From an optimization exercise on the open Yosys and OpenROAD flow, aimed at small area, a short achievable clock period and few clock cycles per item; shortcuts taken in it are not production practice. In this exercise RTL edits were held to simulation tests only and were not proved equivalent to the original. Power figures rest on the tool's default switching activity, not on a simulated workload.

## v39
Design motor_ui_core, start of the top module:
module motor_ui_core (
    input  wire        clk,
    input  wire        rst,             
    input  wire        op_valid,
    input  wire [15:0] op_word,
    output wire        op_ready,
    output reg         done,
    output reg  [15:0] result,
    output reg         refused,
    output wire [3:0]  col_drive,
    output reg  [13:0] duty_hb,
    output reg  [13:0] duty_boost,
    output reg  [13:0] duty_buck,
    output reg         pwm_out_en,
    output wire [31:0] rpm,
    output reg         running,
    output reg         vth,
    output reg  [16:0] sp_volt,
    output reg  [16:0] sp_speed,
    output reg  [16:0] sp_max,
    output reg  [1:0]  cur_row,
    output reg  [2:0]  cur_col,
    output reg  [19:0] dig_buf,         
    output reg         digit_entered
);
==> flow/config.mk <==
export PLATFORM = sky130hd
export DESIGN_NAME = motor_ui_core
export DESIGN_NICKNAME = motor_ui_core
export VERILOG_FILES = /design/flow/design.v
export SDC_FILE = /design/flow/constraint.sdc
export NUM_CORES = 4
export LEC_CHECK = 0
export ABC_AREA = 0
export ABC_CLOCK_PERIOD_IN_PS = 3300
export CAP_MARGIN = 20
export CORE_MARGIN = 2
export CORE_UTILIZATION = 40
export CTS_BUF_LIST = sky130_fd_sc_hd__clkbuf_16
export CTS_CLUSTER_DIAMETER = 60
export CTS_CLUSTER_SIZE = 20
export SLEW_MARGIN = 20
==> flow/constraint.sdc <==
create_clock -name core_clock -period 10.0 [get_ports {clk}]
set_input_delay 2.0000 -clock core_clock [delete_from_list [all_inputs] [get_ports {clk}]]
set_output_delay 2.0000 -clock core_clock [all_outputs]
set_load 0.01 [all_outputs]
standard.sh (not shown) runs the stock make flow with config.mk's settings and CLKGATE_MAP_FILE= SYNTH_SCRIPT=/design/flow/synth_recipe.tcl, a recipe that flattens the netlist after the stock synthesis.
==> flow/flow/run.sh <==
#!/bin/bash
set -euo pipefail
args=()
while IFS= read -r line; do
  [[ -z "$line" || "$line" == \#* ]] && continue
  args+=("$line")
done < flow/make_args.txt
bash standard.sh "${args[@]}" finish > layout_make.log 2>&1
==> flow/flow/make_args.txt <==
SETUP_SLACK_MARGIN=6.8
BUFFER_PORTS_ARGS=-buffer_cell sky130_fd_sc_hd__buf_2
The final layout from v39, which completed every stage, passed the timing, design-rule and antenna checks at the end of the flow.
Testbench counts of v39, summed over its fixed seeds: cycles 24,865, ops 24,000.
Setup changes, v39 to v55
- ABC_CLOCK_PERIOD_IN_PS: 3300 -> unset
- ABC_AREA: 0 -> 1
Findings:
Total area of multi-input combinational cells (v55 / v39): 0.942
Between v39 and v55, the flow reports area after synthesis increasing slightly.
[compare] base=v39 new=v55: maximum ir drop on the vdd rail went up by 0.041 mV; cell count went up by about 11%.
For clock power, dividing the value from v39 by the value from v55 gives 1.08.
In v55, the met1 global-route usage came out 2.7 points below the value in v39.
Against v39, final hold slack in v55 came out better.
Cmp v39 and v55 / sequential share of cell area / lower: v39
Maximum net fanout on the critical path for v55: 1 down relative to v39
Re area fraction in compound gates after synthesis: v55 is 2.4 points down on v39.
Post-detailed-placement half-perimeter wirelength of v55 falls short of that of v39 slightly.
## Diff of input files: v51 against v55
- swapping 20 for 30 in CTS_CLUSTER_SIZE
- swapping sky130_fd_sc_hd__clkbuf_16 for sky130_fd_sc_hd__clkbuf_8 in CTS_BUF_LIST
- clearing CTS_CLUSTER_DIAMETER, which used to be 60
==> flow/flow/make_args.txt <==
SETUP_SLACK_MARGIN=6.9
BUFFER_PORTS_ARGS=-buffer_cell sky130_fd_sc_hd__buf_2
==> comparison <==
Sort v51 and v55 by wire length desc -> top: v51. The share of the clock period used by the worst path of v51 and that of v55 are within noise of each other. Compared with v55, in v51 power in sequential cells ~0 delta, proportion of power drawn by the clock network +1.3 points. For v51 and v55, there was not a single run that failed to finish clean. End point of the critical path = sp_volt[15]: v55; end point of the critical path = sp_volt[3]: v51.
For v28, these inputs were changed with respect to v51:
- swapping 30 for 20 in CTS_CLUSTER_SIZE
- putting ABC_CLOCK_PERIOD_IN_PS at 3300 where nothing was set
- putting CTS_CLUSTER_DIAMETER at 60 where nothing was set
- swapping sky130_fd_sc_hd__clkbuf_8 for sky130_fd_sc_hd__clkbuf_16 in CTS_BUF_LIST
==> flow/flow/make_args.txt <==
SETUP_SLACK_MARGIN=6.8
BUFFER_PORTS_ARGS=-buffer_cell sky130_fd_sc_hd__buf_2
Findings:
- v28 went all the way through synthesis, placement and routing and the layout is clean on timing, DRC and antenna.
- Multi-input logic area shrinks by a few percent when moving from v51 to v28.
- Compared to v51, v28 has area added between synthesis and finish 12 points lower.
- v51 reports its launch point of the worst path as sp_volt[3]$_SDFFE_PP0P_ while v28 reports sp_volt[15]$_SDFFE_PP0P_.
- Total wirelength of the detailed-routed design (lower): v28
- v28 vs v51 — CTS buffer count dropped by more than half

* * *

## JK
Starting RTL as in the previous note.
Settings: LEC_CHECK=0, ABC_AREA=1, CAP_MARGIN=20, CORE_MARGIN=2, CORE_UTILIZATION=40, CTS_BUF_LIST=sky130_fd_sc_hd__clkbuf_16, CTS_CLUSTER_DIAMETER=75, CTS_CLUSTER_SIZE=28, SLEW_MARGIN=20; clock period 10.0 ns.
==> flow/flow/make_args.txt <==
SETUP_SLACK_MARGIN=6.7
BUFFER_PORTS_ARGS=-buffer_cell sky130_fd_sc_hd__buf_2
Scripts as last shown in full above: flow/flow/run.sh
JK | stages: all done | timing, DRC, antenna: all pass
Testbench counts of JK, summed over its fixed seeds: cycles 24,865, ops 24,000.
### JK -> MS
Settings: clearing CTS_CLUSTER_DIAMETER, which used to be 75; swapping 28 for 30 in CTS_CLUSTER_SIZE; swapping sky130_fd_sc_hd__clkbuf_16 for sky130_fd_sc_hd__clkbuf_8 in CTS_BUF_LIST.
==> flow/flow/make_args.txt <==
SETUP_SLACK_MARGIN=6.45
BUFFER_PORTS_ARGS=-buffer_cell sky130_fd_sc_hd__buf_2
==> run summary <==
- Going from JK to MS, met2 capacity usage during global routing shrinks by 0.30 points.
- Changes observed in MS relative to JK: share of total power in sequential cells shows a reduction of 1.7 points; clock share of power increased by 4.0 points relative to the old numbers; total number of H-tree levels saw an increase; cell count climbed 86.
- On total non-filler cell area in the finished layout, JK tracks MS almost exactly.
- Going from JK to MS, the setup slack was found to have gone down by 0.13 ns.
- MS consumes more power than JK does.
[inputs] AL vs MS
Settings: an added CTS_CLUSTER_DIAMETER of 60; a change of CTS_BUF_LIST from sky130_fd_sc_hd__clkbuf_8 to sky130_fd_sc_hd__clkbuf_16; a change of CTS_CLUSTER_SIZE from 30 to 20.
==> flow/flow/make_args.txt <==
SETUP_SLACK_MARGIN=6.7
BUFFER_PORTS_ARGS=-buffer_cell sky130_fd_sc_hd__buf_2
Findings:
- Quantity of gates resized following cts in AL vs MS: up 23
- Post-route clock period utilization: AL < MS
- Measured against each other, AL and MS differ in signed area change from the synthesized netlist to the final layout, the lower figure coming from AL.
- Taking MS as the reference point, the number of standard cells in the layout, taps in and fillers out of AL falls by 1.9%.

==> port drivers added, routing unchanged <==
No port has a modelled driver above. Below, the same layouts with a new extraction and two added sets of constraints. Step 1: set_driving_cell puts a clkbuf_16 on clk and a buf_2 on each other input, an assumption about the parent block. Step 2 times the ports against the registers' clock, not the clock port: input delays grow and output delays shrink by t, the midpoint of the rising clock arrivals with the driver on. Slacks: ideal ports / drivers / drivers and shift; pairs: ideal ports / drivers.
run | shift t [ns] | setup WS [ns] | worst hold slack (ns) | latest minus earliest clock arrival (ns)
v39 | 0.653 | 6.417 / 6.417 / 6.384 | 0.450 / 0.450 / 0.450 | 0.051 / 0.051
v55 | 0.637 | 6.826 / 6.762 / 6.390 | 0.462 / 0.462 / 0.462 | 0.048 / 0.049
v51 | 0.718 | 6.819 / 6.760 / 6.376 | 0.460 / 0.460 / 0.460 | 0.055 / 0.055
v28 | 0.637 | 6.826 / 6.762 / 6.390 | 0.462 / 0.462 / 0.462 | 0.048 / 0.049
JK | 0.621 | 6.730 / 6.670 / 6.276 | 0.462 / 0.462 / 0.462 | 0.044 / 0.043
MS | 0.720 | 6.604 / 6.546 / 6.376 | 0.453 / 0.453 / 0.453 | 0.041 / 0.041
AL | 0.639 | 6.753 / 6.688 / 6.277 | 0.463 / 0.463 / 0.463 | 0.048 / 0.048
After both steps every run listed still meets setup and hold. For AL, which loses most, drivers alone change the setup slack by -0.065 ns; drivers and shift together by -0.476 ns.
